From an optimization exercise on the open Yosys and OpenROAD flow, aimed at small area; shortcuts taken in it are not production practice.
Function was checked by simulation only, so behaviour that the tests miss may differ from the original.
No activity file was given, so power comes from the tool's default toggle rates. No driver is modelled on the clock port, so clocking that relies on it looks cheaper here than on a real chip.

$ cat flow/flow/run.sh
#!/bin/bash
# Layout flow: the standard one, with changes that only affect how the
# layout is built:
#  - synthesis is the standard script, except that the final ABC
#    technology mapping of the combinational logic uses an area-oriented
#    script (flow/abc_area.script) instead of the delay-oriented one, and
#    adders are left to ABC rather than extracted as half/full adder cells
#    first; the registers (dfflibmap) and their names are untouched;
#  - port buffers are buf_1 cells instead of clkdlybuf4s50_1;
#  - clock tree synthesis inserts no dummy load cells.
set -euo pipefail
here=$(pwd)
cat > my_synth.tcl <<TCL
proc synth {args} { yosys synth -nofsm -noshare {*}\$args }
proc abc {args} {
  set out {}
  set skip 0
  foreach a \$args {
    if {\$skip} { set skip 0; continue }
    if {\$a eq "-script" || \$a eq "-D"} { set skip 1; continue }
    lappend out \$a
  }
  lappend out -script $here/flow/abc_area.script
  yosys abc {*}\$out
}
TCL
echo 'proc extract_fa {args} { }' >> my_synth.tcl
tail -n +2 synth_recipe.tcl >> my_synth.tcl
export BUFFER_PORTS_ARGS="-buffer_cell sky130_fd_sc_hd__buf_1"
cts_args="-sink_clustering_enable -repair_clock_nets -sink_clustering_size 31"
cts_args="$cts_args -sink_clustering_max_diameter 90 -buf_list sky130_fd_sc_hd__clkbuf_16"
cts_args="$cts_args -dont_use_dummy_load"
bash standard.sh SYNTH_SCRIPT=$here/my_synth.tcl "CTS_ARGS=$cts_args" finish > standard.log 2>&1
$ cat flow/flow/abc_area.script
strash
&get -n
&st
&dc2
&syn2
&dc2
&dch -f
&nf -R 1000
&put
strash
&get -n
&st
&dc2
&syn2
&dc2
&dch -f
&nf -R 1000
&put
$ cat flow/standard.sh
#!/bin/bash
# synth_recipe.tcl (not shown) runs the flow's synth.tcl, then flattens the netlist and writes it again
# the make line also repeats each setting of config.mk as NAME=value (left out here)
make -C /OpenROAD-flow-scripts/flow DESIGN_CONFIG=/design/flow/config.mk WORK_HOME=/design/flow/orfs CLKGATE_MAP_FILE= SYNTH_SCRIPT=/design/flow/synth_recipe.tcl "${@:-finish}"
$ cat flow/config.mk
export PLATFORM = sky130hd
export DESIGN_NAME = vam_engine
export DESIGN_NICKNAME = vam_engine
export VERILOG_FILES = /design/flow/design.v
export SDC_FILE = /design/flow/constraint.sdc
export NUM_CORES = 4
export LEC_CHECK = 0
export CAP_MARGIN = 10
export CORE_MARGIN = 2
export CORE_UTILIZATION = 65
export CTS_BUF_LIST = sky130_fd_sc_hd__clkbuf_16
export CTS_CLUSTER_DIAMETER = 90
export CTS_CLUSTER_SIZE = 31
export PLACE_DENSITY = 0.78
export SLEW_MARGIN = 10
$ cat flow/constraint.sdc
create_clock -name core_clock -period 15.0 [get_ports {clk}]
set_input_delay 3.0000 -clock core_clock [delete_from_list [all_inputs] [get_ports {clk}]]
set_output_delay 3.0000 -clock core_clock [all_outputs]
set_load 0.01 [all_outputs]
$ cat flow/design.v
module vam_rx_fifo (
    input  wire       clk,
    input  wire       rst_n,
    input  wire       clear,
    input  wire       push,
    input  wire [7:0] push_data,
    input  wire       pop,
    output wire       empty,
    output wire [7:0] head
);
    reg [63:0] mem;                    
    reg [3:0]  rd_ptr;
    reg [3:0]  wr_ptr;
    wire full    = (wr_ptr == {~rd_ptr[3], rd_ptr[2:0]});
    wire do_push = push && !full;
    assign empty = (wr_ptr == rd_ptr);
    assign head  = mem[8*rd_ptr[2:0] +: 8];
    integer i;
    always @(posedge clk) begin
        for (i = 0; i < 8; i = i + 1)
            if (do_push && !clear && wr_ptr[2:0] == i)
                mem[8*i +: 8] <= push_data;
    end
    always @(posedge clk) begin
        if (!rst_n || clear) begin
            rd_ptr <= 4'd0;
            wr_ptr <= 4'd0;
        end else begin
            if (do_push)
                wr_ptr <= wr_ptr + 4'd1;
            if (pop && !empty)
                rd_ptr <= rd_ptr + 4'd1;
        end
    end
endmodule
module vam_framer (
    input  wire        clk,
    input  wire        rst_n,
    input  wire        start,
    input  wire [7:0]  len,
    input  wire [7:0]  b1,
    input  wire [7:0]  b2,
    output reg         done,
    output reg  [1:0]  err,
    input  wire        stream_open,
    input  wire        timed_out,
    output wire        tmr_clr,
    output wire        tx_valid,
    output wire [7:0]  tx_data,
    input  wire        tx_ready,
    input  wire        tx_err,
    input  wire        tx_busy,
    input  wire        fifo_empty,
    output wire        fifo_pop,
    output reg  [7:0]  rx_left
);
    localparam F_IDLE  = 3'd0;
    localparam F_TX0   = 3'd1;
    localparam F_TX1   = 3'd2;
    localparam F_TX2   = 3'd3;
    localparam F_FLUSH = 3'd4;
    localparam F_RX    = 3'd5;
    reg [2:0] state;
    wire in_rx  = (state == F_RX);
    wire in_fl  = (state == F_FLUSH);
    assign tx_valid = !state[2] && (state[1:0] != 2'd0);
    assign tx_data  = state[1] ? (state[0] ? 8'h0D : b2) : b1;
    assign fifo_pop = in_rx && !fifo_empty;
    assign tmr_clr  = fifo_pop || (in_fl && !tx_busy);
    always @(posedge clk) begin
        if (!rst_n) begin
            state <= F_IDLE;
            done  <= 1'b0;
        end else begin
            done <= 1'b0;
            case (state)
                F_IDLE: begin
                    if (start) begin
                        rx_left <= len;
                        if (!stream_open) begin
                            done <= 1'b1;
                            err  <= 2'd3;
                        end else
                            state <= F_TX0;
                    end
                end
                F_FLUSH: begin
                    if (!tx_busy) begin
                        if (rx_left == 8'd0) begin
                            done  <= 1'b1;
                            err   <= 2'd0;
                            state <= F_IDLE;
                        end else
                            state <= F_RX;
                    end
                end
                F_RX: begin
                    if (!fifo_empty) begin
                        rx_left <= rx_left - 8'd1;
                        if (rx_left == 8'd1) begin
                            done  <= 1'b1;
                            err   <= 2'd0;
                            state <= F_IDLE;
                        end
                    end else if (timed_out) begin
                        done  <= 1'b1;
                        err   <= 2'd1;
                        state <= F_IDLE;
                    end
                end
                default: begin    
                    if (tx_ready) begin
                        if (tx_err) begin
                            done  <= 1'b1;
                            err   <= 2'd2;
                            state <= F_IDLE;
                        end else if (state == F_TX2)
                            state <= F_FLUSH;
                        else
                            state <= state + 3'd1;
                    end
                end
            endcase
        end
    end
endmodule
module vam_text_decode (
    input  wire [7:0] b,
    input  wire       empty,    
    output wire       keep,
    output wire       mark
);
    wire ws   = (b == 8'h20) || (b >= 8'h09 && b <= 8'h0D);
    wire nz   = (b != 8'h00);
    assign mark = nz && !ws;
    assign keep = nz && !(empty && ws);
endmodule
module vam_engine (
    input  wire        clk,
    input  wire        rst_n,         
    input  wire        host_wr,
    input  wire [11:0] host_addr,
    input  wire [31:0] host_wdata,
    output reg  [31:0] host_rdata,
    input  wire        tick_ms,
    output wire        tx_valid,
    output wire [7:0]  tx_data,
    input  wire        tx_ready,
    input  wire        tx_err,
    input  wire        tx_busy,
    input  wire        rx_valid,
    input  wire [7:0]  rx_data,
    output wire        open_req,
    input  wire        open_ack,
    input  wire [1:0]  open_status
);
    localparam ERR_NONE       = 4'd0;
    localparam ERR_ALREADY    = 4'd8;
    localparam ERR_ILLEGAL    = 4'd9;
    localparam RSN_OK         = 4'd0;
    localparam RSN_TRANSPORT  = 4'd1;
    localparam RSN_EXPIRED    = 4'd2;
    localparam RSN_VERIFY     = 4'd3;
    localparam RSN_NOTCONF    = 4'd4;
    localparam RSN_REFUSED    = 4'd5;
    localparam OP_OPEN        = 4'h1;
    localparam OP_CLOSE       = 4'h2;
    localparam OP_SEND_CMD    = 4'h3;
    localparam OP_SEND_CMDS   = 4'h4;
    localparam OP_READ_WORD   = 4'h6;
    localparam OP_DETECT_ID   = 4'h7;
    localparam S_IDLE       = 4'd0;
    localparam S_DISPATCH   = 4'd1;
    localparam S_OPEN_WAIT  = 4'd2;
    localparam S_SC_ISSUE   = 4'd3;
    localparam S_SC_WAIT    = 4'd4;
    localparam S_EXEC       = 4'd5;
    localparam S_SEND_WAIT  = 4'd6;
    localparam S_RDSEL_WAIT = 4'd7;
    localparam S_RDDAT_WAIT = 4'd8;
    localparam S_SLEEP      = 4'd9;
    localparam S_POLL_CHK   = 4'd10;
    localparam S_POLL_SLP   = 4'd11;
    localparam S_FIN        = 4'd12;
    localparam K_SEND   = 4'd0;   
    localparam K_READ   = 4'd1;   
    localparam K_READU  = 4'd3;   
    localparam K_READID = 4'd4;   
    localparam K_POLL   = 4'd5;   
    localparam K_SLEEP  = 4'd6;   
    localparam K_TESTZ  = 4'd7;   
    localparam K_TESTNZ = 4'd8;   
    localparam K_SKIPNP = 4'd9;   
    localparam K_GOTO   = 4'd10;  
    localparam K_PASS   = 4'd11;  
    localparam A_FAIL = 2'd0;     
    localparam A_CONT = 2'd1;     
    localparam A_FTW  = 2'd2;     
    reg [31:0]  opreq;                 
    reg         st_done, st_reject;
    reg         stream_open;
    reg [31:0]  cfg_baud, cfg_timeout, cfg_port;
    reg         baud_w, timeout_w, port_w;
    reg [255:0] cmd_reg;               
    reg [7:0]   cmd_w;
    reg         resp_v, id_v, rd_v, fail_valid;
    reg [10:0]  resp_len;
    reg [255:0] resp;
    reg [3:0]   state;
    reg [6:0]   pc;
    reg         ftw;
    reg [31:0]  stream_timeout;
    reg [31:0]  t_wait;                
    reg         rd_poll;
    reg [255:0] resp_stage;
    reg [10:0]  resp_cnt;
    wire [7:0]  rd_lsb = resp_stage[8*8 +: 8];
    wire [7:0]  rd_msb = resp_stage[8*9 +: 8];
    wire [2:0]  txt_k  = resp_cnt[10:8];
    wire [31:0] t_poll = resp_stage[8*24 +: 32];
    reg [2:0]   sc_idx;
    reg [2:0]   fin_reason;            
    reg [3:0]   fin_err;
    wire        fin_pass = (fin_reason == 3'd0);
    wire [3:0]  op      = opreq[3:0];
    wire        st_busy = (state != S_IDLE);
    reg [3:0] u_kind;
    reg [7:0] u_a, u_b;
    reg [1:0] u_act;
    reg [6:0] u_tgt;
    localparam P_FB = 8'b10_1_0_1;    
    localparam P_FT = 8'b10_1_1_1;    
    localparam P_RF = 8'b01_0_1_1;    
    localparam P_RS = 8'b11_0_1_1;    
    localparam P_RT = 8'b00_0_1_1;    
    always @(*) begin
        u_kind = K_PASS; u_a = 8'h00; u_b = 8'h00; u_act = A_FAIL; u_tgt = 7'd0;
        case (pc)
            7'd0:  begin u_kind = K_SEND;   u_a = 8'hFF; u_b = 8'hFF; end
            7'd1:  begin u_kind = K_SEND;   u_a = 8'hFF; u_b = 8'hFF; end
            7'd2:  begin u_kind = K_SEND;   u_a = 8'hFF; u_b = 8'hFF; end
            7'd3:  begin u_kind = K_PASS; end
            7'd4:  begin u_kind = K_READ;   u_a = opreq[15:8]; u_b = {7'd0, opreq[4]}; end
            7'd5:  begin u_kind = K_PASS; end
            7'd6:  begin u_kind = K_READID; u_a = 8'h6A; u_b = 8'd0; end
            7'd7:  begin u_kind = K_READID; u_a = 8'h6C; u_b = 8'd1; end
            7'd8:  begin u_kind = K_READID; u_a = 8'h6E; u_b = 8'd2; end
            7'd9:  begin u_kind = K_READID; u_a = 8'h70; u_b = 8'd3; end
            7'd10: begin u_kind = K_READID; u_a = 8'h74; u_b = 8'd4; end
            7'd11: begin u_kind = K_READID; u_a = 8'h76; u_b = 8'd5; end
            7'd12: begin u_kind = K_READID; u_a = 8'h78; u_b = 8'd6; end
            7'd13: begin u_kind = K_READID; u_a = 8'h7A; u_b = 8'd7; end
            7'd14: begin u_kind = K_SEND;   u_a = 8'hFE; u_b = 8'h00; u_act = A_CONT; end
            7'd15: begin u_kind = K_PASS; end
            7'd16: begin u_kind = K_SEND;   u_a = 8'hFF; u_b = 8'hFF; end
            7'd17: begin u_kind = K_SEND;   u_a = 8'hFF; u_b = 8'hFF; end
            7'd18: begin u_kind = K_SEND;   u_a = 8'hFF; u_b = 8'hFF; end
            7'd19: begin u_kind = K_SLEEP;  u_b = 8'd1; end
            7'd20: begin u_kind = K_SEND;   u_a = 8'hFE; u_b = 8'h01; end
            7'd21: begin u_kind = K_SEND;   u_a = 8'h88; u_b = 8'h03; end
            7'd22: begin u_kind = K_PASS; end
            7'd23: begin u_kind = K_SEND;   u_a = 8'hFE; u_b = 8'h01; end
            7'd24: begin u_kind = K_SEND;   u_a = 8'h8A; u_b = 8'h08; end
            7'd25: begin u_kind = K_POLL;   u_a = 8'h0A; u_b = P_FB; end
            7'd26: begin u_kind = K_READ;   u_a = 8'h04; u_b = 8'h00; end
            7'd27: begin u_kind = K_TESTZ;  u_a = 8'h01; u_b = 8'h00; end
            7'd28: begin u_kind = K_PASS; end
            7'd29: begin u_kind = K_SEND;   u_a = 8'hFE; u_b = 8'h01; end
            7'd30: begin u_kind = K_SEND;   u_a = 8'h83; u_b = 8'h08; end
            7'd31: begin u_kind = K_POLL;   u_a = 8'h02; u_b = P_FT; end
            7'd32: begin u_kind = K_READ;   u_a = 8'h04; u_b = 8'h00; end
            7'd33: begin u_kind = K_TESTZ;  u_a = 8'h04; u_b = 8'h00; end
            7'd34: begin u_kind = K_POLL;   u_a = 8'h0A; u_b = P_RF; u_act = A_CONT; end
            7'd35: begin u_kind = K_PASS; end
            7'd36: begin u_kind = K_POLL;   u_a = 8'h0A; u_b = P_RT; end
            7'd37: begin u_kind = K_PASS; end
            7'd38: begin u_kind = K_SEND;   u_a = 8'hFE; u_b = 8'h01; end
            7'd39: begin u_kind = K_SEND;   u_a = 8'h8A; u_b = 8'h80; end
            7'd40: begin u_kind = K_POLL;   u_a = 8'h0A; u_b = P_RS; end
            7'd41: begin u_kind = K_PASS; end
            7'd42: begin u_kind = K_SEND;   u_a = 8'hFE; u_b = 8'h00; end
            7'd43: begin u_kind = K_SEND;   u_a = 8'h83; u_b = 8'h02; end
            7'd44: begin u_kind = K_SLEEP;  u_b = 8'd0; end
            7'd45: begin u_kind = K_READU;  u_a = 8'h02; end
            7'd46: begin u_kind = K_TESTNZ; u_a = 8'h00; u_b = 8'h04; end
            7'd47: begin u_kind = K_SEND;   u_a = 8'hFE; u_b = 8'h01; end
            7'd48: begin u_kind = K_SEND;   u_a = 8'h88; u_b = 8'h00; end
            7'd49: begin u_kind = K_SKIPNP; u_tgt = 7'd55; end
            7'd50: begin u_kind = K_SEND;   u_a = 8'hFE; u_b = 8'h01; end
            7'd51: begin u_kind = K_SEND;   u_a = 8'h8A; u_b = 8'h08; end
            7'd52: begin u_kind = K_POLL;   u_a = 8'h0A; u_b = P_FB; end
            7'd53: begin u_kind = K_READ;   u_a = 8'h04; u_b = 8'h00; end
            7'd54: begin u_kind = K_TESTZ;  u_a = 8'h01; u_b = 8'h00; end
            7'd55: begin u_kind = K_SEND;   u_a = 8'hFE; u_b = 8'h00; u_act = A_CONT; end
            7'd56: begin u_kind = K_PASS; end
            7'd57: begin u_kind = K_SKIPNP; u_tgt = 7'd72; end
            7'd58: begin u_kind = K_SEND;   u_a = 8'hFE; u_b = 8'h00; end
            7'd59: begin u_kind = K_SEND;   u_a = 8'h83; u_b = 8'h02; end
            7'd60: begin u_kind = K_SLEEP;  u_b = 8'd0; end
            7'd61: begin u_kind = K_READU;  u_a = 8'h02; end
            7'd62: begin u_kind = K_TESTNZ; u_a = 8'h00; u_b = 8'h04; end
            7'd63: begin u_kind = K_SEND;   u_a = 8'hFE; u_b = 8'h01; end
            7'd64: begin u_kind = K_SEND;   u_a = 8'h88; u_b = 8'h00; end
            7'd65: begin u_kind = K_SEND;   u_a = 8'hFE; u_b = 8'h01; end
            7'd66: begin u_kind = K_SEND;   u_a = 8'h8A; u_b = 8'h08; end
            7'd67: begin u_kind = K_POLL;   u_a = 8'h0A; u_b = P_FB; end
            7'd68: begin u_kind = K_READ;   u_a = 8'h04; u_b = 8'h00; end
            7'd69: begin u_kind = K_TESTZ;  u_a = 8'h01; u_b = 8'h00; end
            7'd70: begin u_kind = K_SEND;   u_a = 8'hFE; u_b = 8'h00; u_act = A_CONT; end
            7'd71: begin u_kind = K_GOTO;   u_tgt = 7'd73; end
            7'd72: begin u_kind = K_SEND;   u_a = 8'hFE; u_b = 8'h00; end
            7'd73: begin u_kind = K_SEND;   u_a = 8'hFF; u_b = 8'hFF; end
            7'd74: begin u_kind = K_SEND;   u_a = 8'hFF; u_b = 8'hFF; end
            7'd75: begin u_kind = K_SEND;   u_a = 8'hFF; u_b = 8'hFF; end
            7'd76: begin u_kind = K_SLEEP;  u_b = 8'd1; end
            7'd77: begin u_kind = K_SEND;   u_a = 8'hFE; u_b = 8'h01; u_act = A_FTW; u_tgt = 7'd83; end
            7'd78: begin u_kind = K_SEND;   u_a = 8'h83; u_b = 8'h08; u_act = A_FTW; u_tgt = 7'd83; end
            7'd79: begin u_kind = K_POLL;   u_a = 8'h02; u_b = P_FT;  u_act = A_FTW; u_tgt = 7'd83; end
            7'd80: begin u_kind = K_READ;   u_a = 8'h04; u_b = 8'h00; u_act = A_FTW; u_tgt = 7'd83; end
            7'd81: begin u_kind = K_TESTZ;  u_a = 8'h04; u_b = 8'h00; u_act = A_FTW; u_tgt = 7'd83; end
            7'd82: begin u_kind = K_POLL;   u_a = 8'h0A; u_b = P_RF;  u_act = A_CONT; end
            7'd83: begin u_kind = K_SEND;   u_a = 8'hFE; u_b = 8'h01; end
            7'd84: begin u_kind = K_SEND;   u_a = 8'h8A; u_b = 8'h80; end
            7'd85: begin u_kind = K_POLL;   u_a = 8'h0A; u_b = P_RS; end
            7'd86: begin u_kind = K_SLEEP;  u_b = 8'd2; end
            7'd87: begin u_kind = K_PASS; end
            7'd88: begin u_kind = K_SEND;   u_a = 8'hFF; u_b = 8'hFF; end
            7'd89: begin u_kind = K_SEND;   u_a = 8'hFF; u_b = 8'hFF; end
            7'd90: begin u_kind = K_SEND;   u_a = 8'hFF; u_b = 8'hFF; end
            7'd91: begin u_kind = K_SLEEP;  u_b = 8'd1; end
            7'd92: begin u_kind = K_SEND;   u_a = 8'hFE; u_b = 8'h01; end
            7'd93: begin u_kind = K_SEND;   u_a = 8'h88; u_b = 8'h03; end
            7'd94: begin u_kind = K_SEND;   u_a = 8'hFE; u_b = 8'h01; end
            7'd95: begin u_kind = K_SEND;   u_a = 8'h8A; u_b = 8'h08; end
            7'd96: begin u_kind = K_POLL;   u_a = 8'h0A; u_b = P_FB; end
            7'd97: begin u_kind = K_READ;   u_a = 8'h04; u_b = 8'h00; end
            7'd98: begin u_kind = K_TESTZ;  u_a = 8'h01; u_b = 8'h00; end
            7'd99: begin u_kind = K_PASS; end
            default: begin u_kind = K_PASS; end
        endcase
    end
    reg [6:0] entry_pc;
    always @(*) begin
        case (op)
            4'h5:    entry_pc = 7'd0;
            4'h6:    entry_pc = 7'd4;
            4'h7:    entry_pc = 7'd6;
            4'h8:    entry_pc = 7'd16;
            4'h9:    entry_pc = 7'd23;
            4'hA:    entry_pc = 7'd29;
            4'hB:    entry_pc = 7'd36;
            4'hC:    entry_pc = 7'd38;
            4'hD:    entry_pc = 7'd42;
            4'hE:    entry_pc = 7'd57;
            4'hF:    entry_pc = 7'd88;
            default: entry_pc = {3'd0, op};    
        endcase
    end
    wire       r_win   = (u_kind == K_READID) ? 1'b1 : u_b[0];
    wire       is_read = (u_kind == K_READ) || (u_kind == K_READID);
    wire [15:0] p_mask     = u_b[1] ? 16'h0400 : 16'h0008;
    wire [31:0] p_interval = u_b[2] ? 32'd100 : 32'd50;
    reg  [31:0] p_bound;
    always @(*) begin
        case (u_b[4:3])
            2'd0:    p_bound = {16'd0, opreq[31:16]};
            2'd1:    p_bound = 32'd2000;
            2'd2:    p_bound = 32'd5000;
            default: p_bound = 32'd7000;
        endcase
    end
    reg [31:0] s_dur;
    always @(*) begin
        case (u_b[1:0])
            2'd0:    s_dur = 32'd50;
            2'd1:    s_dur = 32'd100;
            default: s_dur = 32'd800;
        endcase
    end
    wire poll_expired = (t_poll >= p_bound);
    wire wait_over    = (t_wait == 32'd0);
    wire timed_out    = wait_over || (stream_timeout == 32'd0);
    reg        fr_start;
    reg [7:0]  fr_len, fr_b1, fr_b2;
    wire       fr_done;
    wire [1:0] fr_e;
    wire       fr_ok  = (fr_e == 2'd0);
    wire [3:0] fr_err = {1'b0, !fr_ok, fr_e[1], fr_e == 2'd3};
    wire       fr_tmr_clr;
    wire [7:0] rx_left;
    wire       fifo_empty, fifo_pop;
    wire [7:0] fifo_head;
    wire open_ok = (state == S_OPEN_WAIT) && open_ack && (open_status == 2'd0);
    assign open_req = (state == S_OPEN_WAIT);
    vam_rx_fifo u_fifo (
        .clk       (clk),
        .rst_n     (rst_n),
        .clear     (open_ok),
        .push      (rx_valid && stream_open),
        .push_data (rx_data),
        .pop       (fifo_pop),
        .empty     (fifo_empty),
        .head      (fifo_head)
    );
    vam_framer u_framer (
        .clk         (clk),
        .rst_n       (rst_n),
        .start       (fr_start),
        .len         (fr_len),
        .b1          (fr_b1),
        .b2          (fr_b2),
        .done        (fr_done),
        .err         (fr_e),
        .stream_open (stream_open),
        .timed_out   (timed_out),
        .tmr_clr     (fr_tmr_clr),
        .tx_valid    (tx_valid),
        .tx_data     (tx_data),
        .tx_ready    (tx_ready),
        .tx_err      (tx_err),
        .tx_busy     (tx_busy),
        .fifo_empty  (fifo_empty),
        .fifo_pop    (fifo_pop),
        .rx_left     (rx_left)
    );
    reg  [23:0] sc_cmd;
    integer     n;
    always @(*) begin
        sc_cmd = 24'd0;
        for (n = 0; n < 8; n = n + 1)
            if (sc_idx == n && cmd_w[n])
                sc_cmd = sc_cmd | cmd_reg[32*n +: 24];
    end
    wire        is_sc1  = (op == OP_SEND_CMD);
    wire [7:0]  sc_len  = is_sc1 ? opreq[31:24] : sc_cmd[23:16];
    wire [7:0]  sc_b1   = is_sc1 ? opreq[15:8]  : sc_cmd[15:8];
    wire [7:0]  sc_b2   = is_sc1 ? opreq[23:16] : sc_cmd[7:0];
    wire [2:0]  sc_last = is_sc1 ? 3'd0 : opreq[10:8] - 3'd1;
    always @(*) begin
        if (state == S_SC_ISSUE)
            fr_len = sc_len;
        else if (state == S_RDSEL_WAIT || (state == S_EXEC && u_kind == K_READU))
            fr_len = 8'd4;
        else
            fr_len = 8'd0;
    end
    wire st_sc    = (state == S_SC_WAIT);
    wire st_rdsel = (state == S_RDSEL_WAIT);
    wire st_rddat = (state == S_RDDAT_WAIT);
    always @(*) begin
        fr_b1 = st_sc ? sc_b1 : st_rdsel ? 8'hFE : u_a;
        fr_b2 = st_sc ? sc_b2 : st_rdsel ? {7'd0, r_win} : st_rddat ? 8'h00 : u_b;
    end
    always @(*) begin
        case (state)
            S_SC_ISSUE:   fr_start = 1'b1;
            S_EXEC:       fr_start = (u_kind == K_SEND) || is_read || (u_kind == K_READU);
            S_POLL_CHK:   fr_start = !poll_expired;
            S_RDSEL_WAIT: fr_start = fr_done && fr_ok;
            default:      fr_start = 1'b0;
        endcase
    end
    wire [15:0] rd_word  = {rd_msb, rd_lsb};
    wire [15:0] t_mask   = {u_b, u_a};
    reg        ev_next;       
    reg        ev_fail;       
    reg [3:0]  ev_reason, ev_err;
    always @(*) begin
        ev_next   = 1'b0;
        ev_fail   = 1'b0;
        ev_reason = RSN_OK;
        ev_err    = ERR_NONE;
        case (state)
            S_EXEC: begin
                if (u_kind == K_TESTZ) begin
                    if ((rd_word & t_mask) != 16'd0) begin
                        ev_fail = 1'b1; ev_reason = RSN_VERIFY;
                    end else
                        ev_next = 1'b1;
                end else if (u_kind == K_TESTNZ) begin
                    if ((rd_word & t_mask) == 16'd0) begin
                        ev_fail = 1'b1; ev_reason = RSN_NOTCONF;
                    end else
                        ev_next = 1'b1;
                end
            end
            S_SEND_WAIT: begin
                if (fr_done) begin
                    if (!fr_ok) begin
                        ev_fail = 1'b1; ev_reason = RSN_TRANSPORT; ev_err = fr_err;
                    end else
                        ev_next = 1'b1;
                end
            end
            S_RDSEL_WAIT: begin
                if (fr_done && !fr_ok && !rd_poll) begin
                    ev_fail = 1'b1; ev_reason = RSN_TRANSPORT; ev_err = fr_err;
                end
            end
            S_RDDAT_WAIT: begin
                if (fr_done) begin
                    if (rd_poll) begin
                        if (fr_ok && (rd_word & p_mask) == 16'd0)
                            ev_next = 1'b1;
                    end else if (!fr_ok) begin
                        ev_fail = 1'b1; ev_reason = RSN_TRANSPORT; ev_err = fr_err;
                    end else
                        ev_next = 1'b1;
                end
            end
            S_SLEEP: begin
                if (wait_over)
                    ev_next = 1'b1;
            end
            S_POLL_CHK: begin
                if (poll_expired) begin
                    ev_fail = 1'b1; ev_reason = RSN_EXPIRED;
                end
            end
            default: ;
        endcase
    end
    wire sc_byte = fifo_pop && st_sc;
    wire rd_byte = fifo_pop && !st_sc;
    wire txt_in  = fifo_pop && st_rddat && (u_kind == K_READID) &&
                   (rx_left == 8'd2 || rx_left == 8'd1);
    wire txt_keep, txt_mark;
    wire [7:0] stg_wd = (txt_in && rx_left[0]) ? rd_msb : fifo_head;
    vam_text_decode u_dec (
        .b     (stg_wd),
        .empty (txt_k == 3'd0),
        .keep  (txt_keep),
        .mark  (txt_mark)
    );
    wire [4:0] txt_pos = {u_b[2], 1'b0, txt_k};
    reg [31:0] stg_we;
    integer    m;
    always @(*) begin
        for (m = 0; m < 32; m = m + 1)
            stg_we[m] = (sc_byte && resp_cnt[10:5] == 6'd0 && resp_cnt[4:0] == m) ||
                        (txt_in && txt_keep && txt_pos == m);
        stg_we[8] = stg_we[8] || (rd_byte && rx_left == 8'd2);
        stg_we[9] = stg_we[9] || (rd_byte && rx_left == 8'd3);
    end
    wire host_is_opreq = (host_addr[11:2] == 10'h000);
    wire op_illegal    = (op == 4'h0) || (opreq[7:5] != 3'd0) ||
                         ((op == OP_SEND_CMDS) && (opreq[15:8] > 8'd8));
    wire poll_clr   = (state == S_EXEC) && (u_kind == K_POLL);
    wire sleep_ld   = (state == S_EXEC) && (u_kind == K_SLEEP);
    wire pslp_ld    = (st_rdsel && fr_done && !fr_ok && rd_poll) ||
                      (st_rddat && fr_done && rd_poll && !ev_next);
    wire [31:0] wait_ld = fr_tmr_clr ? stream_timeout : sleep_ld ? s_dur : p_interval;
    wire [31:0] tp_base = poll_clr ? 32'd0 : t_poll;
    wire [31:0] tw_base = (fr_tmr_clr || sleep_ld || pslp_ld) ? wait_ld : t_wait;
    reg  [32:0] tp_c, tw_b;
    reg  [31:0] tp_nx, tw_nx;
    integer     i;
    always @(*) begin
        tp_c[0] = tick_ms;
        tw_b[0] = tick_ms;
        for (i = 0; i < 32; i = i + 1) begin
            tp_nx[i]   = tp_base[i] ^ tp_c[i];
            tp_c[i+1]  = tp_c[i] & tp_base[i];
            tw_nx[i]   = tw_base[i] ^ tw_b[i];
            tw_b[i+1]  = tw_b[i] & !tw_base[i];
        end
    end
    always @(posedge clk) begin
        t_wait <= tw_nx;
    end
    wire fin_now = (state == S_FIN);
    wire is_sc   = (op == OP_SEND_CMD) || (op == OP_SEND_CMDS);
    integer k;
    always @(posedge clk) begin
        if (state == S_IDLE && host_wr && host_is_opreq)
            opreq <= host_wdata;
        if (host_wr && !st_busy) begin
            case (host_addr[11:2])
                10'h004: cfg_baud    <= host_wdata;
                10'h005: cfg_timeout <= host_wdata;
                10'h006: cfg_port    <= host_wdata;
                default: ;
            endcase
            for (k = 0; k < 8; k = k + 1)
                if (host_addr[11:2] == 10'h008 + k)
                    cmd_reg[32*k +: 32] <= host_wdata;
        end
        if (open_ok)
            stream_timeout <= timeout_w ? cfg_timeout : 32'd3000;
        for (k = 0; k < 32; k = k + 1)
            if (stg_we[k])
                resp_stage[8*k +: 8] <= stg_wd;
        if (!st_sc && state != S_SC_ISSUE)
            resp_stage[8*24 +: 32] <= tp_nx;
        if (fin_now) begin
            if (fin_err[2])
                resp_len <= {3'd0, is_sc ? sc_b1 : u_a};    
            if (fin_pass && (is_sc || op == OP_DETECT_ID))
                resp_len <= resp_cnt;
            if (fin_pass && (is_sc || op == OP_DETECT_ID || op == OP_READ_WORD))
                resp <= resp_stage;
        end
    end
    always @(posedge clk) begin
        if (!rst_n) begin
            st_done     <= 1'b0;
            stream_open <= 1'b0;
            rd_v        <= 1'b0;
            fail_valid  <= 1'b0;
            baud_w      <= 1'b0;
            timeout_w   <= 1'b0;
            port_w      <= 1'b0;
            resp_v      <= 1'b0;
            cmd_w       <= 8'd0;
            id_v        <= 1'b0;
            state       <= S_IDLE;
        end else begin
            if (host_wr && !st_busy) begin
                case (host_addr[11:2])
                    10'h004: baud_w    <= 1'b1;
                    10'h005: timeout_w <= 1'b1;
                    10'h006: port_w    <= 1'b1;
                    default: ;
                endcase
                for (k = 0; k < 8; k = k + 1)
                    if (host_addr[11:2] == 10'h008 + k)
                        cmd_w[k] <= 1'b1;
            end
            if (ev_fail)
                state <= (u_act == A_FAIL) ? S_FIN : S_EXEC;
            else if (ev_next)
                state <= S_EXEC;
            case (state)
                S_IDLE: begin
                    if (host_wr && host_is_opreq) begin
                        st_done   <= 1'b0;
                        state     <= S_DISPATCH;
                    end
                end
                S_DISPATCH: begin
                    if (op_illegal)
                        state <= S_FIN;
                    else begin
                        case (op)
                            OP_OPEN:      state <= stream_open ? S_FIN : S_OPEN_WAIT;
                            OP_CLOSE: begin
                                stream_open <= 1'b0;
                                state       <= S_FIN;
                            end
                            OP_SEND_CMD:  state <= S_SC_ISSUE;
                            OP_SEND_CMDS: state <= (opreq[15:8] == 8'd0) ? S_FIN : S_SC_ISSUE;
                            default:      state <= S_EXEC;
                        endcase
                    end
                end
                S_OPEN_WAIT: begin
                    if (open_ack) begin
                        if (open_status == 2'd0)
                            stream_open <= 1'b1;
                        state <= S_FIN;
                    end
                end
                S_SC_ISSUE: state <= S_SC_WAIT;
                S_SC_WAIT: begin
                    if (fr_done)
                        state <= (!fr_ok || sc_idx == sc_last) ? S_FIN : S_SC_ISSUE;
                end
                S_EXEC: begin
                    case (u_kind)
                        K_SEND:           state <= S_SEND_WAIT;
                        K_READ, K_READID: state <= S_RDSEL_WAIT;
                        K_READU:          state <= S_RDDAT_WAIT;
                        K_POLL:           state <= S_POLL_CHK;
                        K_SLEEP:          state <= S_SLEEP;
                        K_PASS:           state <= S_FIN;
                        default: ;
                    endcase
                end
                S_RDSEL_WAIT: begin
                    if (fr_done) begin
                        if (fr_ok)
                            state <= S_RDDAT_WAIT;
                        else if (rd_poll)
                            state <= S_POLL_SLP;
                    end
                end
                S_RDDAT_WAIT: begin
                    if (fr_done && rd_poll && !ev_next)
                        state <= S_POLL_SLP;
                end
                S_POLL_CHK: begin
                    if (!poll_expired)
                        state <= S_RDSEL_WAIT;
                end
                S_POLL_SLP: begin
                    if (wait_over)
                        state <= S_POLL_CHK;
                end
                S_FIN: begin
                    st_done    <= 1'b1;
                    fail_valid <= fin_err[2];
                    rd_v       <= fin_pass && (op == OP_READ_WORD);
                    resp_v     <= fin_pass && is_sc;
                    id_v       <= fin_pass && (op == OP_DETECT_ID);
                    state      <= S_IDLE;
                end
                default: ;
            endcase
        end
    end
    wire opreq_wr = host_wr && host_is_opreq;
    always @(posedge clk)
        st_reject <= rst_n && ((opreq_wr && st_busy) || (st_reject && !opreq_wr));
    always @(posedge clk) begin
        case (state)
            S_DISPATCH: begin
                ftw        <= 1'b0;
                resp_cnt   <= 11'd0;
                sc_idx     <= 3'd0;
                fin_reason <= RSN_OK;
                fin_err    <= ERR_NONE;
                if (op_illegal) begin
                    fin_reason <= RSN_REFUSED;
                    fin_err    <= ERR_ILLEGAL;
                end else if (op == OP_OPEN && stream_open) begin
                    fin_reason <= RSN_TRANSPORT;
                    fin_err    <= ERR_ALREADY;
                end
                pc <= entry_pc;
            end
            S_OPEN_WAIT: begin
                if (open_ack && open_status != 2'd0) begin
                    fin_reason <= RSN_TRANSPORT;
                    fin_err    <= {2'b00, open_status};
                end
            end
            S_SC_WAIT: begin
                if (fr_done) begin
                    if (!fr_ok) begin
                        fin_reason <= RSN_TRANSPORT;
                        fin_err    <= fr_err;
                    end else
                        sc_idx <= sc_idx + 3'd1;
                end
            end
            S_EXEC: begin
                case (u_kind)
                    K_READ, K_READID, K_READU: rd_poll <= 1'b0;
                    K_SKIPNP: pc <= opreq[4] ? pc + 7'd1 : u_tgt;
                    K_GOTO:   pc <= u_tgt;
                    default: ;
                endcase
            end
            S_POLL_CHK: begin
                if (!poll_expired)
                    rd_poll <= 1'b1;
            end
            default: ;
        endcase
        if (sc_byte)
            resp_cnt <= resp_cnt + 11'd1;
        if (state == S_EXEC && u_kind == K_READID && u_b[2:0] == 3'd4)
            resp_cnt[10:8] <= 3'd0;
        if (txt_in && txt_keep) begin
            resp_cnt[10:8] <= txt_k + 3'd1;
            if (txt_mark) begin
                if (u_b[2]) resp_cnt[7:4] <= {1'b0, txt_k} + 4'd1;
                else        resp_cnt[3:0] <= {1'b0, txt_k} + 4'd1;
            end
        end
        if (ev_fail) begin
            if (u_act == A_CONT)
                pc <= pc + 7'd1;
            else if (u_act == A_FTW) begin
                ftw <= 1'b1;
                pc  <= u_tgt;
            end else begin
                fin_reason <= ev_reason;
                fin_err    <= ev_err;
            end
        end else if (ev_next)
            pc <= pc + 7'd1;
    end
    wire        started   = st_done || st_busy;
    wire        st_valid  = fin_pass && (op == OP_READ_WORD || op == OP_DETECT_ID);
    wire [31:0] status_word = {12'd0, started ? op : 4'd0,
                               1'b0, st_done ? fin_reason : 3'd0,
                               st_done ? fin_err : 4'd0,
                               1'b0, st_reject, st_done && ftw, stream_open,
                               st_done && st_valid, st_done && fin_pass, st_done, st_busy};
    wire [3:0]  raw_len   = resp_len[3:0];
    wire [3:0]  ser_len   = resp_len[7:4];
    wire        alias_hit = id_v && (raw_len == 4'd8) && (resp[63:0] == 64'h3031_4456_3234_3341);
    wire [3:0]  prod_len  = alias_hit ? 4'd9 : raw_len;
    wire        a_lo   = !host_addr[11];
    wire [8:0]  ia     = host_addr[10:2];
    wire        a_resp = host_addr[11] && (host_addr[10:5] == 6'd0);
    wire        a_rd   = a_lo && (ia == 9'h002);
    wire        a_raw  = a_lo && (ia[8:1] == 8'h0A);                      
    wire        a_prod = a_lo && (ia[8:1] == 8'h0C);                      
    wire        a_pr2  = a_lo && (ia == 9'h01A);                          
    wire        a_ser  = a_lo && (ia[8:1] == 8'h0E);                      
    wire [2:0]  w      = {host_addr[4] && !a_raw, host_addr[3:2]};
    reg  [3:0]  lane;
    integer     j;
    always @(*) begin
        for (j = 0; j < 4; j = j + 1)
            lane[j] = (a_resp && resp_v && ({host_addr[4:2], j[1:0]} < resp_len)) ||
                      (id_v && (a_raw || (a_prod && !alias_hit)) && ({host_addr[2], j[1:0]} < raw_len)) ||
                      (id_v && a_ser && ({host_addr[2], j[1:0]} < ser_len)) ||
                      (a_rd && rd_v && j < 2);
    end
    reg  [31:0] word_rd;
    reg         bsel;
    integer     b;
    always @(*) begin
        word_rd = 32'd0;
        for (b = 0; b < 32; b = b + 1) begin
            bsel = (w == b[4:2]) && lane[b[1:0]];
            word_rd[8*b[1:0] +: 8] = word_rd[8*b[1:0] +: 8] | (resp[8*b +: 8] & {8{bsel}});
        end
    end
    wire [31:0] alias_rd = !alias_hit ? 32'd0 :
                           a_pr2 ? 32'h0000_0031 :
                           !a_prod ? 32'd0 :
                           host_addr[2] ? 32'h5256_3234 : 32'h3541_2D4D;
    wire [8:0]  ia_hot_lo = a_lo ? (9'd1 << ia[3:0]) & {9{ia[8:4] == 5'd0}} : 9'd0;
    wire        s_opreq = ia_hot_lo[0] && started;
    wire        s_stat  = ia_hot_lo[1];
    wire        s_fail  = ia_hot_lo[3] && fail_valid;
    wire        s_baud  = ia_hot_lo[4];
    wire        s_tmo   = ia_hot_lo[5];
    wire        s_port  = ia_hot_lo[6] && port_w;
    wire        s_rlen  = ia_hot_lo[7] && resp_v;
    wire        s_lens  = a_lo && (ia == 9'h010) && id_v;
    wire        s_cmdw  = a_lo && (ia[8:3] == 6'd1);
    reg  [31:0] reg_rd;
    always @(*) begin
        reg_rd = ({32{s_opreq}} & opreq) |
                 ({32{s_stat}} & status_word) |
                 ({32{s_fail}} & {23'd1, resp_len[7:0]}) |
                 ({32{s_baud}} & (baud_w ? cfg_baud : 32'd460800)) |
                 ({32{s_tmo}} & (timeout_w ? cfg_timeout : 32'd3000)) |
                 ({32{s_port}} & cfg_port) |
                 ({32{s_rlen}} & {21'd0, resp_len}) |
                 ({32{s_lens}} & {12'd0, ser_len, 4'd0, prod_len, 4'd0, raw_len});
        for (j = 0; j < 8; j = j + 1)
            reg_rd = reg_rd | ({32{s_cmdw && ia[2:0] == j && cmd_w[j]}} & cmd_reg[32*j +: 32]);
    end
    always @(*) host_rdata = reg_rd | word_rd | alias_rd;
endmodule
==> flow_summary.yaml <==
run_status:
  status: "timing/DRC/antenna clean"
sta:
  fin_tns_setup_ps: 0
  fmax_mhz: 88.0
  rsz0062_at_grt: "no"
  hold_viol: 0
  max_slew_margin: 0.116
  report.final.slew_viol_count: 0
  period_minus_slack_ps: 11360
  setup_violations: 0
  skew_ps: 97.8
  period_share: 0.757
  tightest_slew_ps: 1330
die:
  ioPinCount: 105
  die_width_um: 266
  die_h_um: 266
  std_cell_rows: 96
  core-area_um2: 68300
  die-area_um2: 70800
  start_util: 0.653
final_layout:
  final_cell_area_um2: 48000
  final_cell_mix: "1020 x edfxtp_1, 224 x nand2_1, 213 x nor2_1"
  final_nets: 3352
  nFillCells: 4413
  drive_gt1_frac: 0.0499
  layout_commonest_cell: "edfxtp_1"
  area_delta_synth_final_pct: 7.48
global_routing:
  grt_pass1_wl_mm: 209
  antenna_found_initial: 8
  grt_usage: 0.413
  grt_pass1_vias: 29957
  grt_overflow_total: 0
  grt_max_degree: 78
synthesis:
  synth_top_cell_area_share: 0.686
  synth-seq-area-share: 0.726
  synth-edff-count: 1020
  synthTopCellsByArea: "edfxtp_1 69%, dfxtp_1 4.0%, a222oi_1 3.5%"
  synth_seq_cells: 1109
  synthDistinctLibCells: 64
  synth_ff_type: "edfxtp_1"
  syn_area_per_cell_um2: 14.6
  syn_area_um2: 44700
  yosysWarnings: 3
  synth_nets: 3131
  synth_top_area_cell: "edfxtp_1"
  async_reset_ff_frac: 0
  syn_inst: 3068
min_path:
  min_path_type: "flip-flop to flip-flop"
  hold_end: "resp[106]$_DFFE_PP_"
  hold_start: "resp_stage[106]$_DFFE_PP_"
  hold_depth: 0
clock_network:
  htree_levels: 2
  cts_tree: "built"
  cts_buffers: 44
  post_cts_buffers: 0
  postCtsHoldBufs: 0
  cts_buffer_depth: 3
  ctsResizeCount: 0
  cts.clk_slew.worst_paths_ps: 120
  cts_num_sinks: 1109
  root_buffer: "clkbuf_16"
  insertion_delay_ps: 660
critical_path:
  cp-end-kind: "flip-flop"
  reg2reg_from: "pc[6]$_DFF_P_"
  rr_endpoint: "t_wait[31]$_DFF_P_"
  cpMostUsedCell: "nand2b_1"
  start_kind: "flip-flop"
  path_max_fanout: 36
  cp_data_required_time_ps: 15580
  criticalPathCategory: "flip-flop to flip-flop"
  crit_path_max_incr_delay_ps: 720
  r2r_cells: 41
  slowest_stage: "a311oi_1"
  r2r_slack_ps: 3640
  crit_arrival_ps: 11940
placement:
  gp_congestion: 1.04
  place_area_um2: 46900
  hpwl_mm: 100
  io_buffers: 102
power:
  p_total_mw: 6.23
  ir_drop_v: 0.000144
  p_per_area_nw_per_um2: 130
  p_leak_nw: 14.9
run:
  maxCapViolCount: 0
route:
  drtIter0Drc: 7008
  wl_mm: 147
  ant_nets: 0
  wl_per_cell_um: 35.2
  vias: 32272
  drc: 0
  firstDrtPassIters: 11
  via_per_inst: 7.74
[Yosys cell counts, types with 7 or more instances]
library cell,number
nand3_1,133
nor4_1,34
a31oi_1,24
nor3_1,80
nor4b_1,8
a2111oi_0,7
a211oi_1,9
a22o_1,29
o32ai_1,9
a21oi_1,170
xnor2_1,20
edfxtp_1,1020
o21a_1,19
nand2_1,225
nand4_1,26
mux2i_1,8
dfxtp_1,89
nor2b_1,34
or3_1,13
or2_0,14
mux4_2,16
nor2_1,224
a222oi_1,156
a21o_1,9
a22oi_1,121
nand2b_1,48
a221o_1,7
and3_1,57
o22ai_1,29
and2_0,53
a221oi_1,70
o31ai_1,26
o21ai_0,100
xor2_1,36
nor3b_1,10
o211ai_1,14
clkinv_1,43
[how the worst max path moves through the flow]
stage / from / endpoint / slack [ps]
final: pc[6]$_DFF_P_ / t_wait[31]$_DFF_P_ / 3640
after global routing: pc[6]$_DFF_P_ / t_wait[31]$_DFF_P_ / 3050
after CTS: pc[6]$_DFF_P_ / t_wait[31]$_DFF_P_ / 3950
after detailed placement: pc[6]$_DFF_P_ / t_wait[31]$_DFF_P_ / 4030
after global placement: pc[6]$_DFF_P_ / t_wait[31]$_DFF_P_ / 4540
after floorplan: tx_busy / t_wait[31]$_DFF_P_ / 3990
[cells by family (layout without fill, tap and decap cells)]
family | after synthesis | in the layout | synth area share
simple gates | 981 | 981 | 0.108
buf+inv | 43 | 262 | 0.00361
mux | 26 | 26 | 0.0104
other cells | 0 | 2 | 0
compound gates | 850 | 850 | 0.140
xor+xnor | 56 | 56 | 0.0110
fa+ha+maj | 3 | 3 | 0.000673
flops | 1109 | 1109 | 0.726
[critical path, delay by kind of cell (launching register included)]
kind	cells	cell delay, ps
xor gates and xnor gates	1	160
buffers and inverters	1	290
and+or+nand+nor	34	7700
AOI/OAI and AO/OA	5	2560
DFF	1	630
[stage by stage]
stage | worst slack, ps | hold WS [ps] | std cells | util
2_1_floorplan | 3990 | 400 | 3068 | -
3_3_place_gp | 4540 | 400 | 4125 | 0.686
3_5_place_dp | 4030 | 405 | 4125 | 0.686
4_1_cts | 3950 | 420 | 4169 | 0.702
5_1_grt | 3050 | 432 | 4169 | 0.702
6_report | 3640 | 419 | 4171 | 0.702
[cell type report]
class	instances	area, um^2	area share
inverter	43	161	0.00336
multi-input combinational	1916	12300	0.256
clock buffer	44	1100	0.0229
antenna	2	5.00	0.000104
tap	882	1100	0.0230
timing repair buffer	175	931	0.0194
sequential	1109	32400	0.675
[power by group]
group | internal [mW] | switching, mW
clock | 0.530 | 0.865
combinational | 0.353 | 0.808
sequential | 3.50 | 0.169
[layer usage]
metal  track usage  part of all wire  up-vias
li1              -                 -    13080
met1         0.582              0.35    15628
met2         0.606              0.44     3082
met3         0.102              0.15      472
met4         0.213             0.064       10
met5             0           0.00046        -

-- separate check: timing with driven ports --
How much do the figures lean on ideal ports? The routed layout below was timed once more, with nothing changed but the port constraints.
Step 1, drivers: a clkbuf_16 drives clk and a buf_2 each remaining input, both assumed.
Step 2 also shifts input and output timing later by t, the mid clock arrival at the registers, as if the neighbouring blocks saw the same clock.
Slacks: ideal ports / drivers / drivers and shift; pairs: ideal ports / drivers.
shift t [ns]: 0.681
setup slack, ns: 3.640 / 3.639 / 3.639
worst slew at a driven data input, ns: 0.09
After both steps setup and hold are still met in this run. For this run, drivers alone change the setup slack by -0.001 ns; drivers and shift together by -0.001 ns.
